Source: an optimization exercise on an open RTL-to-GDS flow (aim: small area, a short achievable clock period and few clock cycles per item). Production flows keep margins and buffers that such runs may drop.
The RTL was checked by simulation tests, not by an equivalence proof against the original design.
No activity file was given, so power comes from the tool's default toggle rates.

==> 04-16 <==
Design wgdos_unpack_row, start of the top module:
module wgdos_unpack_row (
    input  wire        clk,
    input  wire        rst,             
    input  wire        cmd_valid,
    output wire        cmd_ready,
    input  wire [31:0] cmd_cols,        
    input  wire [31:0] cmd_avail,       
    input  wire [31:0] cmd_e,           
    input  wire [63:0] cmd_mdi,         
    input  wire        in_valid,
    output wire        in_ready,
    input  wire [63:0] in_data,
    output wire        out_valid,
    input  wire        out_ready,
    output wire [63:0] out_data,
    output wire        done,
    output wire [7:0]  done_status,
    output wire [7:0]  done_kind,
    output wire [31:0] done_words
);
clock: 55.0 ns
lec_check: 0
cap_margin: 20
core_margin: 2
core_utilization: 50
setup_slack_margin: 2
slew_margin: 20
run.sh (not shown) runs the stock make flow with config.mk's settings and CLKGATE_MAP_FILE= SYNTH_SCRIPT=/design/flow/synth_recipe.tcl, a recipe that flattens the netlist after the stock synthesis.
==> inputs of 07-06, as changes to 04-16 <==
--- a/flow/design.v
+++ b/flow/design.v
@@ -134,19 +134,24 @@
     input  wire               sgn,
     input  wire [13:0]        fbm,
     input  wire [6:0]         qsh,
     output wire [63:0]        y
 );
     wire [6:0] mi;
     wire       s_zero;
     wgdos_msb128 u_msb (.x({s, 41'd0}), .n(mi), .z(s_zero));
-    wire [6:0] qn;
-    wire       nrm;                                    
-    wgdos_add #(.W(7)) u_cmp (.a(mi), .b(~qsh), .ci(1'b1), .s(qn), .co(nrm));
+    wire [86:0] thr;
+    genvar t;
+    generate
+        for (t = 0; t < 87; t = t + 1) begin : th
+            assign thr[t] = (qsh <= t + 41);
+        end
+    endgenerate
+    wire       nrm = |(s & thr);
     wire [6:0] sh2 = nrm ? mi : qsh;
     wire [53:0] v;
     wire        st;
     wgdos_rsh #(.IW(181), .OW(54)) u_sh (.x({s, 94'd0}), .a(sh2), .y(v), .st(st));
     wire [52:0]  mant = v[53:1];
     wire         g    = v[0];
     wire         rnd  = g & (st | mant[0]);
     wire [13:0]  eo;
@@ -239,24 +244,26 @@
     assign out_valid = o_v;
     assign out_data  = o_d;
     assign done        = done_r;
     assign done_status = {5'd0, d_status};
     assign done_kind   = {6'd0, d_kind};
     assign done_words  = d_words;
     wire cmd_fire = cmd_valid && cmd_rdy_r;
     wire in_fire  = in_valid && in_rdy_r;
+    wire o_go      = out_ready && !o_last;
     wire o_fire    = o_v && out_ready;
-    wire o_load_ok = !o_v || (out_ready && !o_last);
+    wire o_load_ok = !o_v || o_go;
     wire s_adv     = s_v && o_load_ok;
-    wire s_load_ok = !s_v || o_load_ok;
+    wire s_free    = !s_v || !o_v;
+    wire s_load_ok = s_free || o_go;
     wire wr_ok = !dbusy || done_r;
-    wire [7:0]  d_kind_f  = in_data[63:56];
-    wire [7:0]  d_width   = in_data[55:48];
-    wire        d_rsvd0   = (in_data[47:0] == 48'd0);
+    wire [7:0]  d_kind_f  = w1[63:56];
+    wire [7:0]  d_width   = w1[55:48];
+    wire        d_rsvd0   = (w1[47:0] == 48'd0);
     wire        d_wzero   = (d_width == 8'd0);
     wire        d_is_miss = d_rsvd0 && d_wzero && (d_kind_f == 8'd1);
     wire        d_is_const= d_rsvd0 && d_wzero && (d_kind_f == 8'd2);
     wire        d_is_norm = d_rsvd0 && (d_width[7:5] == 3'd0) &&
                             (d_width[4:0] != 5'd0) && (d_kind_f == 8'd3);
     function [2:0] low1;
         input [4:0] v;
         low1 = v[0] ? 3'd0 : v[1] ? 3'd1 : v[2] ? 3'd2 : v[3] ? 3'd3 : 3'd4;
@@ -288,17 +295,18 @@
     wire         unused_st;
     wgdos_rsh #(.IW(94), .OW(31)) u_ext (.x({w0, w1[63:34]}), .a(ra), .y(codew), .st(unused_st));
     wire [30:0]  kmask = ~(31'h7FFFFFFF << b_r);
     wire [30:0]  k     = codew & kmask;
     wire         miss  = &(codew | ~kmask);
     wire         kz    = (k == 31'd0);
     wire         norm_row = (kind_r == K_NORMAL);
     wire         can_ext  = !norm_row || (v0 && ((ra >= 7'd30) || v1));
-    wire         ext      = (st == F_EMIT) && can_ext && s_load_ok;
+    wire         e_go     = (st == F_EMIT) && can_ext;
+    wire         ext      = (e_go && s_free) || (e_go && o_go);
     wire         lastc    = (left == 31'd1);
     wire         row_end  = ext && lastc;
     wire         chk  = (st == F_CHK);
     wire [30:0]  kin  = chk ? left : k;
     wire [85:0]  kw   = {55'd0, kin} << p_r;
     wire [87:0]  sum0, sum1;
     wgdos_add2 #(.W(88)) u_sum (.a({2'd0, kw}), .b({{3{sgn_r}}, bw}), .s0(sum0), .s1(sum1));
     wire         tneg = sgn_r && sum1[87];
@@ -337,17 +345,17 @@
             s_raw  <= c_raw;
             s_sgn  <= tneg;
             s_sum  <= c_raw ? {23'd0, rawv} : smag;
         end else if (s_adv) begin
             s_v <= 1'b0;
         end
     end
     wire [4:0]  bb_n    = bb & (bb - 5'd1);
-    wire        chk_end = chk && (bb_n == 5'd0);
+    wire        chk_end = chk && d_is_norm && (bb_n == 5'd0);
     wire [37:0] acc     = (bb != 5'd0) ? sum0[37:0] : bw[37:0];
     wire [31:0] n_words = acc[37:6];
     wire [31:0] n_cmp;
     wire        n_fit;                                    
     wgdos_add #(.W(32)) u_ncmp (.a(wleft), .b(~n_words), .ci(1'b1), .s(n_cmp), .co(n_fit));
     wire        n_trunc = !n_fit;
     wire err_wr  = (st == F_ERR) && wr_ok;
     wire chk_wr  = chk_end && !n_trunc && wr_ok;
@@ -369,17 +377,18 @@
             d_kind   <= K_NORMAL;
             d_words  <= n_words;
         end else if (ip_wr) begin
             d_status <= 3'd0;
             d_kind   <= kind_r;
             d_words  <= {30'd0, kind_r};
         end
     end
-    wire pop = ext && norm_row && (ra <= 7'd30);
+    wire pop_ok = e_go && norm_row && (ra <= 7'd30);
+    wire pop    = (pop_ok && s_free) || (pop_ok && o_go);
     wire wf  = in_fire && ((st == F_DERIV) || (st == F_ADJ) || (st == F_EMIT));
     wire [31:0] wleft_m1;
     wire        wleft_c;
     wgdos_add #(.W(32)) u_wleft (.a(wleft), .b({32{1'b1}}), .ci(1'b0), .s(wleft_m1), .co(wleft_c));
     reg  [2:0] st_n;
     reg        ipend_n, v0_n, v1_n, wmore_n;
     reg  [1:0] kind_n;
     always @(*) begin
@@ -407,39 +416,37 @@
                     if (cmd_cols[31] || (cmd_cols[30:0] == 31'd0) || (cmd_avail == 32'd0))
                         st_n = F_ERR;
                     else
                         st_n = F_DESC;
                 end
             F_ERR:
                 if (wr_ok) st_n = F_IDLE;
             F_DESC:
-                if (in_fire) begin
-                    if (d_is_miss) begin
-                        kind_n  = K_MISSING;
-                        ipend_n = 1'b1;
-                        st_n    = F_EMIT;
-                    end else if (d_is_const) begin
-                        kind_n  = K_CONSTANT;
-                        st_n    = (wleft[31:1] == 31'd0) ? F_ERR : F_BASE;
-                    end else if (d_is_norm) begin
-                        kind_n  = K_NORMAL;
-                        st_n    = F_CHK;
-                    end else begin
-                        st_n    = F_ERR;
-                    end
-                end
+                if (in_fire) st_n = F_CHK;
             F_CHK:
-                if (chk_end) begin
+                if (d_is_miss) begin
+                    kind_n  = K_MISSING;
+                    ipend_n = 1'b1;
+                    st_n    = F_EMIT;
+                end else if (d_is_const) begin
+                    kind_n  = K_CONSTANT;
+                    st_n    = (wleft[31:1] == 31'd0) ? F_ERR : F_BASE;
+                end else if (!d_is_norm) begin
+                    st_n    = F_ERR;
+                end else if (chk_end) begin
+                    kind_n = K_NORMAL;
                     if (n_trunc) begin
                         st_n = F_ERR;
                     end else if (wr_ok) begin
                         wmore_n = (n_words != 32'd2);
                         st_n    = F_BASE;
                     end
+                end else begin
+                    kind_n = K_NORMAL;
                 end
             F_BASE:
                 if (in_fire) begin
                     if (kind_r == K_CONSTANT) begin
                         ipend_n = 1'b1;
                         st_n    = F_EMIT;
                     end else begin
                         st_n    = F_DERIV;
@@ -492,53 +499,53 @@
         if (wf)
             wleft <= wleft_m1;
         if (ext) begin
             left <= left_m1;
             ra   <= {ra_n[6] ^ pop, ra_n[5:0]};
         end
         case (st)
             F_IDLE: begin
-                if (cmd_fire) begin
+                if (cmd_rdy_r) begin
                     left    <= cmd_cols[30:0];
                     wleft   <= cmd_avail;
                     mdi_r   <= cmd_mdi;
                     e_r     <= (cmd_e[31:11] == 21'h000000 || cmd_e[31:11] == 21'h1FFFFF) ?
                                {cmd_e[11], cmd_e[11:0]} : (cmd_e[31] ? 13'h1800 : 13'h07FF);
                     e_inf   <= !cmd_e[31] && ((cmd_e[30:11] != 20'd0) ||
                                               (cmd_e[10] && (cmd_e[9:0] != 10'd0)));
                     err_s   <= (cmd_cols[31] || (cmd_cols[30:0] == 31'd0)) ? 3'd3 : 3'd5;
                     err_w   <= 1'b0;
                 end
             end
             F_DESC: begin
-                b_r   <= d_width[4:0];
+                b_r   <= in_data[52:48];
                 bw    <= 85'd191;
-                bb    <= d_width[4:0];
-                p_r   <= {3'd0, low1(d_width[4:0])};
+                bb    <= in_data[52:48];
+                p_r   <= {3'd0, low1(in_data[52:48])};
                 sgn_r <= 1'b0;
                 err_w <= 1'b1;
-                err_s <= d_is_const ? 3'd5 : 3'd6;
+                w1    <= in_data;
                 if (in_fire)
                     e_r <= e_r + 13'd1078;
             end
             F_CHK: begin
-                ra    <= 7'd94 - {2'd0, b_r};
-                err_s <= 3'd5;
+                err_s <= d_is_const ? 3'd5 : !d_is_norm ? 3'd6 : 3'd5;
+                if (chk_end)
+                    ra <= 7'd94 - {2'd0, b_r};
                 if (bb != 5'd0) begin
                     bw  <= sum0[84:0];
                     bb  <= bb_n;
                     p_r <= {3'd0, low1(bb_n)};
                 end
                 if (chk_end && !n_trunc && wr_ok)
                     wleft <= n_words;
             end
             F_BASE: begin
-                if (in_fire)
-                    base_r <= in_data;
+                base_r <= in_data;
             end
             F_DERIV: begin
                 if (!s_v) begin
                     p_r   <= p_new;
                     sgn_r <= base_r[63];
                     rmode <= rm_new;
                     fbm_r <= fb1 - 14'd93;
                     qsh_r <= qsh_new;
CTS_CLUSTER_SIZE = 30   (was unset)
==> inputs of 03-23, as changes to 04-16 <==
--- a/flow/design.v
+++ b/flow/design.v
@@ -134,19 +134,24 @@
     input  wire               sgn,
     input  wire [13:0]        fbm,
     input  wire [6:0]         qsh,
     output wire [63:0]        y
 );
     wire [6:0] mi;
     wire       s_zero;
     wgdos_msb128 u_msb (.x({s, 41'd0}), .n(mi), .z(s_zero));
-    wire [6:0] qn;
-    wire       nrm;                                    
-    wgdos_add #(.W(7)) u_cmp (.a(mi), .b(~qsh), .ci(1'b1), .s(qn), .co(nrm));
+    wire [86:0] thr;
+    genvar t;
+    generate
+        for (t = 0; t < 87; t = t + 1) begin : th
+            assign thr[t] = (qsh <= t + 41);
+        end
+    endgenerate
+    wire       nrm = |(s & thr);
     wire [6:0] sh2 = nrm ? mi : qsh;
     wire [53:0] v;
     wire        st;
     wgdos_rsh #(.IW(181), .OW(54)) u_sh (.x({s, 94'd0}), .a(sh2), .y(v), .st(st));
     wire [52:0]  mant = v[53:1];
     wire         g    = v[0];
     wire         rnd  = g & (st | mant[0]);
     wire [13:0]  eo;
@@ -201,16 +206,18 @@
     localparam [1:0] R_ZERO = 2'd2;     
     localparam [1:0] R_INF  = 2'd3;     
     reg  [2:0]  st;
     reg         cmd_rdy_r, in_rdy_r;
     reg         ipend;                  
     reg  [1:0]  kind_r;
     reg         v0, v1;
     reg         wmore;                  
+    reg         wf_r;                   
+    reg         dw_pend;                
     reg  [30:0] left;                   
     reg  [12:0] e_r;                    
     reg         e_inf;                  
     reg  [63:0] mdi_r;
     reg  [4:0]  b_r;
     reg  [63:0] base_r;
     reg  [31:0] wleft;                  
     reg  [4:0]  bb;                     
@@ -239,24 +246,26 @@
     assign out_valid = o_v;
     assign out_data  = o_d;
     assign done        = done_r;
     assign done_status = {5'd0, d_status};
     assign done_kind   = {6'd0, d_kind};
     assign done_words  = d_words;
     wire cmd_fire = cmd_valid && cmd_rdy_r;
     wire in_fire  = in_valid && in_rdy_r;
+    wire o_go      = out_ready && !o_last;
     wire o_fire    = o_v && out_ready;
-    wire o_load_ok = !o_v || (out_ready && !o_last);
+    wire o_load_ok = !o_v || o_go;
     wire s_adv     = s_v && o_load_ok;
-    wire s_load_ok = !s_v || o_load_ok;
+    wire s_free    = !s_v || !o_v;
+    wire s_load_ok = s_free || o_go;
     wire wr_ok = !dbusy || done_r;
-    wire [7:0]  d_kind_f  = in_data[63:56];
-    wire [7:0]  d_width   = in_data[55:48];
-    wire        d_rsvd0   = (in_data[47:0] == 48'd0);
+    wire [7:0]  d_kind_f  = w1[63:56];
+    wire [7:0]  d_width   = w1[55:48];
+    wire        d_rsvd0   = (w1[47:0] == 48'd0);
     wire        d_wzero   = (d_width == 8'd0);
     wire        d_is_miss = d_rsvd0 && d_wzero && (d_kind_f == 8'd1);
     wire        d_is_const= d_rsvd0 && d_wzero && (d_kind_f == 8'd2);
     wire        d_is_norm = d_rsvd0 && (d_width[7:5] == 3'd0) &&
                             (d_width[4:0] != 5'd0) && (d_kind_f == 8'd3);
     function [2:0] low1;
         input [4:0] v;
         low1 = v[0] ? 3'd0 : v[1] ? 3'd1 : v[2] ? 3'd2 : v[3] ? 3'd3 : 3'd4;
@@ -288,17 +297,18 @@
     wire         unused_st;
     wgdos_rsh #(.IW(94), .OW(31)) u_ext (.x({w0, w1[63:34]}), .a(ra), .y(codew), .st(unused_st));
     wire [30:0]  kmask = ~(31'h7FFFFFFF << b_r);
     wire [30:0]  k     = codew & kmask;
     wire         miss  = &(codew | ~kmask);
     wire         kz    = (k == 31'd0);
     wire         norm_row = (kind_r == K_NORMAL);
     wire         can_ext  = !norm_row || (v0 && ((ra >= 7'd30) || v1));
-    wire         ext      = (st == F_EMIT) && can_ext && s_load_ok;
+    wire         e_go     = (st == F_EMIT) && can_ext;
+    wire         ext      = (e_go && s_free) || (e_go && o_go);
     wire         lastc    = (left == 31'd1);
     wire         row_end  = ext && lastc;
     wire         chk  = (st == F_CHK);
     wire [30:0]  kin  = chk ? left : k;
     wire [85:0]  kw   = {55'd0, kin} << p_r;
     wire [87:0]  sum0, sum1;
     wgdos_add2 #(.W(88)) u_sum (.a({2'd0, kw}), .b({{3{sgn_r}}, bw}), .s0(sum0), .s1(sum1));
     wire         tneg = sgn_r && sum1[87];
@@ -337,109 +347,112 @@
             s_raw  <= c_raw;
             s_sgn  <= tneg;
             s_sum  <= c_raw ? {23'd0, rawv} : smag;
         end else if (s_adv) begin
             s_v <= 1'b0;
         end
     end
     wire [4:0]  bb_n    = bb & (bb - 5'd1);
-    wire        chk_end = chk && (bb_n == 5'd0);
+    wire        chk_end = chk && d_is_norm && (bb_n == 5'd0);
     wire [37:0] acc     = (bb != 5'd0) ? sum0[37:0] : bw[37:0];
     wire [31:0] n_words = acc[37:6];
     wire [31:0] n_cmp;
     wire        n_fit;                                    
     wgdos_add #(.W(32)) u_ncmp (.a(wleft), .b(~n_words), .ci(1'b1), .s(n_cmp), .co(n_fit));
     wire        n_trunc = !n_fit;
     wire err_wr  = (st == F_ERR) && wr_ok;
-    wire chk_wr  = chk_end && !n_trunc && wr_ok;
+    wire dw_wr   = dw_pend && wr_ok;
     wire ip_wr   = ipend && wr_ok;
     always @(posedge clk) begin
         if (rst) begin
             done_r <= 1'b0;
             dbusy  <= 1'b0;
         end else begin
             done_r <= (o_fire && o_last) || err_wr;
-            dbusy  <= err_wr || chk_wr || ip_wr || (dbusy && !done_r);
+            dbusy  <= err_wr || dw_wr || ip_wr || (dbusy && !done_r);
         end
         if (err_wr) begin
             d_status <= err_s;
             d_kind   <= 2'd0;
             d_words  <= {31'd0, err_w};
-        end else if (chk_wr) begin
+        end else if (dw_wr) begin
             d_status <= 3'd0;
             d_kind   <= K_NORMAL;
-            d_words  <= n_words;
+            d_words  <= wleft;
         end else if (ip_wr) begin
             d_status <= 3'd0;
             d_kind   <= kind_r;
             d_words  <= {30'd0, kind_r};
         end
     end
-    wire pop = ext && norm_row && (ra <= 7'd30);
+    wire pop_ok = e_go && norm_row && (ra <= 7'd30);
+    wire pop    = (pop_ok && s_free) || (pop_ok && o_go);
     wire wf  = in_fire && ((st == F_DERIV) || (st == F_ADJ) || (st == F_EMIT));
     wire [31:0] wleft_m1;
     wire        wleft_c;
     wgdos_add #(.W(32)) u_wleft (.a(wleft), .b({32{1'b1}}), .ci(1'b0), .s(wleft_m1), .co(wleft_c));
+    wire wl2 = (wleft != 32'd2), wl3 = (wleft != 32'd3), wl4 = (wleft != 32'd4);
+    wire dw_pend_n = (chk_end && !n_trunc) || (dw_pend && !wr_ok);
     reg  [2:0] st_n;
     reg        ipend_n, v0_n, v1_n, wmore_n;
     reg  [1:0] kind_n;
     always @(*) begin
         st_n    = st;
         ipend_n = ipend && !ip_wr;
         kind_n  = kind_r;
-        wmore_n = wmore;
+        case ({wf_r, wf})
+            2'b00:   wmore_n = wl2;
+            2'b11:   wmore_n = wl4;
+            default: wmore_n = wl3;
+        endcase
         v0_n    = v0;
         v1_n    = v1;
         if (row_end) begin
             v0_n = 1'b0;
             v1_n = 1'b0;
         end else if (pop) begin
             v0_n = wf || v1;
             v1_n = 1'b0;
         end else if (wf) begin
             if (!v0) v0_n = 1'b1;
             else     v1_n = 1'b1;
         end
-        if (wf)
-            wmore_n = (wleft_m1 != 32'd2);
         case (st)
             F_IDLE:
                 if (cmd_fire) begin
                     if (cmd_cols[31] || (cmd_cols[30:0] == 31'd0) || (cmd_avail == 32'd0))
                         st_n = F_ERR;
                     else
                         st_n = F_DESC;
                 end
             F_ERR:
                 if (wr_ok) st_n = F_IDLE;
             F_DESC:
-                if (in_fire) begin
-                    if (d_is_miss) begin
-                        kind_n  = K_MISSING;
-                        ipend_n = 1'b1;
-                        st_n    = F_EMIT;
-                    end else if (d_is_const) begin
-                        kind_n  = K_CONSTANT;
-                        st_n    = (wleft[31:1] == 31'd0) ? F_ERR : F_BASE;
-                    end else if (d_is_norm) begin
-                        kind_n  = K_NORMAL;
-                        st_n    = F_CHK;
-                    end else begin
-                        st_n    = F_ERR;
-                    end
-                end
+                if (in_fire) st_n = F_CHK;
             F_CHK:
-                if (chk_end) begin
+                if (d_is_miss) begin
+                    kind_n  = K_MISSING;
+                    ipend_n = 1'b1;
+                    st_n    = F_EMIT;
+                end else if (d_is_const) begin
+                    kind_n  = K_CONSTANT;
+                    st_n    = (wleft[31:1] == 31'd0) ? F_ERR : F_BASE;
+                end else if (!d_is_norm) begin
+                    st_n    = F_ERR;
+                end else if (chk_end) begin
+                    kind_n = K_NORMAL;
                     if (n_trunc) begin
                         st_n = F_ERR;
-                    end else if (wr_ok) begin
+                    end else begin
                         wmore_n = (n_words != 32'd2);
                         st_n    = F_BASE;
                     end
+                end else begin
+                    kind_n = K_NORMAL;
                 end
             F_BASE:
                 if (in_fire) begin
                     if (kind_r == K_CONSTANT) begin
                         ipend_n = 1'b1;
                         st_n    = F_EMIT;
                     end else begin
                         st_n    = F_DERIV;
@@ -456,26 +469,31 @@
     end
     wire fetch_n = (st_n == F_DERIV) || (st_n == F_ADJ) || (st_n == F_EMIT);
     always @(posedge clk) begin
         if (rst) begin
             st        <= F_IDLE;
             ipend     <= 1'b0;
             v0        <= 1'b0;
             v1        <= 1'b0;
+            wf_r      <= 1'b0;
+            dw_pend   <= 1'b0;
             cmd_rdy_r <= 1'b0;
             in_rdy_r  <= 1'b0;
         end else begin
+            wf_r      <= wf;
+            dw_pend   <= dw_pend_n;
             st        <= st_n;
             ipend     <= ipend_n;
             v0        <= v0_n;
             v1        <= v1_n;
             cmd_rdy_r <= (st_n == F_IDLE) && !ipend_n;
             in_rdy_r  <= (st_n == F_DESC) || (st_n == F_BASE) ||
-                         (fetch_n && (kind_n == K_NORMAL) && wmore_n && !(v0_n && v1_n));
+                         (fetch_n && (kind_n == K_NORMAL) && wmore_n && !dw_pend_n &&
+                          !(v0_n && v1_n));
         end
         kind_r <= kind_n;
         wmore  <= wmore_n;
     end
     wire [30:0] left_m1;
     wire        left_c;
     wgdos_add #(.W(31)) u_left (.a(left), .b({31{1'b1}}), .ci(1'b0), .s(left_m1), .co(left_c));
     wire [6:0]  ra_n;
@@ -484,61 +502,61 @@
     always @(posedge clk) begin
         if (pop) begin
             if (wf) w0 <= in_data;
             else    w0 <= w1;
         end else if (wf) begin
             if (!v0) w0 <= in_data;
             else     w1 <= in_data;
         end
-        if (wf)
+        if (wf_r)
             wleft <= wleft_m1;
         if (ext) begin
             left <= left_m1;
             ra   <= {ra_n[6] ^ pop, ra_n[5:0]};
         end
         case (st)
             F_IDLE: begin
-                if (cmd_fire) begin
+                if (cmd_rdy_r) begin
                     left    <= cmd_cols[30:0];
                     wleft   <= cmd_avail;
                     mdi_r   <= cmd_mdi;
                     e_r     <= (cmd_e[31:11] == 21'h000000 || cmd_e[31:11] == 21'h1FFFFF) ?
                                {cmd_e[11], cmd_e[11:0]} : (cmd_e[31] ? 13'h1800 : 13'h07FF);
                     e_inf   <= !cmd_e[31] && ((cmd_e[30:11] != 20'd0) ||
                                               (cmd_e[10] && (cmd_e[9:0] != 10'd0)));
                     err_s   <= (cmd_cols[31] || (cmd_cols[30:0] == 31'd0)) ? 3'd3 : 3'd5;
                     err_w   <= 1'b0;
                 end
             end
             F_DESC: begin
-                b_r   <= d_width[4:0];
+                b_r   <= in_data[52:48];
                 bw    <= 85'd191;
-                bb    <= d_width[4:0];
-                p_r   <= {3'd0, low1(d_width[4:0])};
+                bb    <= in_data[52:48];
+                p_r   <= {3'd0, low1(in_data[52:48])};
                 sgn_r <= 1'b0;
                 err_w <= 1'b1;
-                err_s <= d_is_const ? 3'd5 : 3'd6;
+                w1    <= in_data;
                 if (in_fire)
                     e_r <= e_r + 13'd1078;
             end
             F_CHK: begin
-                ra    <= 7'd94 - {2'd0, b_r};
-                err_s <= 3'd5;
+                err_s <= d_is_const ? 3'd5 : !d_is_norm ? 3'd6 : 3'd5;
+                if (chk_end)
+                    ra <= 7'd94 - {2'd0, b_r};
                 if (bb != 5'd0) begin
                     bw  <= sum0[84:0];
                     bb  <= bb_n;
                     p_r <= {3'd0, low1(bb_n)};
                 end
-                if (chk_end && !n_trunc && wr_ok)
+                if (chk_end && !n_trunc)
                     wleft <= n_words;
             end
             F_BASE: begin
-                if (in_fire)
-                    base_r <= in_data;
+                base_r <= in_data;
             end
             F_DERIV: begin
                 if (!s_v) begin
                     p_r   <= p_new;
                     sgn_r <= base_r[63];
                     rmode <= rm_new;
                     fbm_r <= fb1 - 14'd93;
                     qsh_r <= qsh_new;
CORE_UTILIZATION = 65   (was 50)
CTS_CLUSTER_SIZE = 30   (was unset)
==> flow_metrics.py <==
metrics = {
    "layout": {
        "syn_to_final_growth_pct": 11.11,
        "final_cells": 7971,
        "regArea_um2": 19260,
        "bufAreaShareNonClock_pct": 6.703,
        "fin_util_pct": 72.59,
        "clockNetworkAreaShare_pct": 4.044,
        "clockBufferCount": 94,
        "n_fill_cell": 6448,
    },
    "yosys": {
        "synth_compound_area_share_pct": 22.58,
        "synthAdderAreaFrac_pct": 6.716,
    },
    "power": {
        "p_seq_share_pct": 43.1,
        "ir_drop_mv": 0.02556,
        "total_power_mw": 1.430,
    },
    "status": {
        "outcome": "no timing/DRC/antenna violations",
    },
    "clocking": {
        "cts_sinks": 681,
    },
    "timing": {
        "worstMarginPinSlew_ns": 1.324,
    },
    "die": {
        "die_y_um": 304.1,
    },
    "critical_path": {
        "critical_path_arrival_ns": 14.68,
    },
}
That was 03-23.
==> flow_metrics.py <==
metrics = {
    "layout": {
        "n_fill_cell": 10730,
        "final_cells": 8410,
        "clockNetworkAreaShare_pct": 4.187,
        "fin_util_pct": 56.51,
        "clockBufferCount": 106,
        "syn_to_final_growth_pct": 12.48,
    },
    "timing": {
        "worstMarginPinSlew_ns": 1.255,
    },
    "power": {
        "ir_drop_mv": 0.02961,
        "total_power_mw": 1.412,
        "p_seq_share_pct": 43.3,
    },
    "clocking": {
        "cts_sinks": 680,
    },
    "status": {
        "outcome": "no timing/DRC/antenna violations",
    },
    "critical_path": {
        "critical_path_arrival_ns": 14.40,
    },
}
That was 07-06.
==> flow_metrics.py <==
metrics = {
    "status": {
        "outcome": "no timing/DRC/antenna violations",
    },
    "layout": {
        "clockBufferCount": 108,
        "syn_to_final_growth_pct": 12.66,
        "n_fill_cell": 10386,
        "clockNetworkAreaShare_pct": 4.122,
        "bufAreaShareNonClock_pct": 6.868,
        "fin_util_pct": 56.58,
    },
    "drt": {
        "ant_nets": 0,
    },
    "yosys": {
        "synthAdderAreaFrac_pct": 6.974,
        "synth_compound_area_share_pct": 22.00,
    },
    "power": {
        "p_seq_uw": 627,
        "ir_drop_mv": 0.02523,
        "p_seq_share_pct": 42.2,
        "total_power_mw": 1.487,
    },
    "hold_path": {
        "min-delay-start": "d_words[15]",
    },
    "critical_path": {
        "regToRegSetupSlack_ns": 41.14,
    },
}
That was 04-16.
Testbench counts of 04-16, summed over its fixed seeds: cycles 99,453, cells 86,298.
Testbench counts of 07-06, summed over its fixed seeds: cycles 99,995, cells 86,298.
Testbench counts of 03-23, summed over its fixed seeds: cycles 99,995, cells 86,298.

-- afterwards: timing with drivers on the ports --
Ports are ideal in the flow. The routed layouts listed here were re-timed in OpenROAD. Step 1 sets driving cells, clkbuf_16 on the clock port and buf_2 on the other inputs (assumed; they add their load-dependent delay and slew). Step 2 moves the port delays by t, midway between the first and last clock arrival at a register: inputs arrive t later, outputs are due t later. That takes back most of the time a late clock gives input paths. a / b / c = ideal ports / drivers / drivers and shift; a / b = the first two.
run	shift t [ns]	setup slack, ns	hold slack, ns
04-16	0.774	40.907 / 40.945 / 40.171	0.452 / 0.452 / 0.452
07-06	0.794	41.186 / 41.186 / 40.912	0.456 / 0.456 / 0.456
03-23	0.768	40.873 / 40.873 / 40.873	0.420 / 0.420 / 0.420
After both steps setup and hold are still met in every run listed. The setup slack of 04-16, which loses most, moves by +0.038 ns with the drivers and by -0.736 ns with both steps.
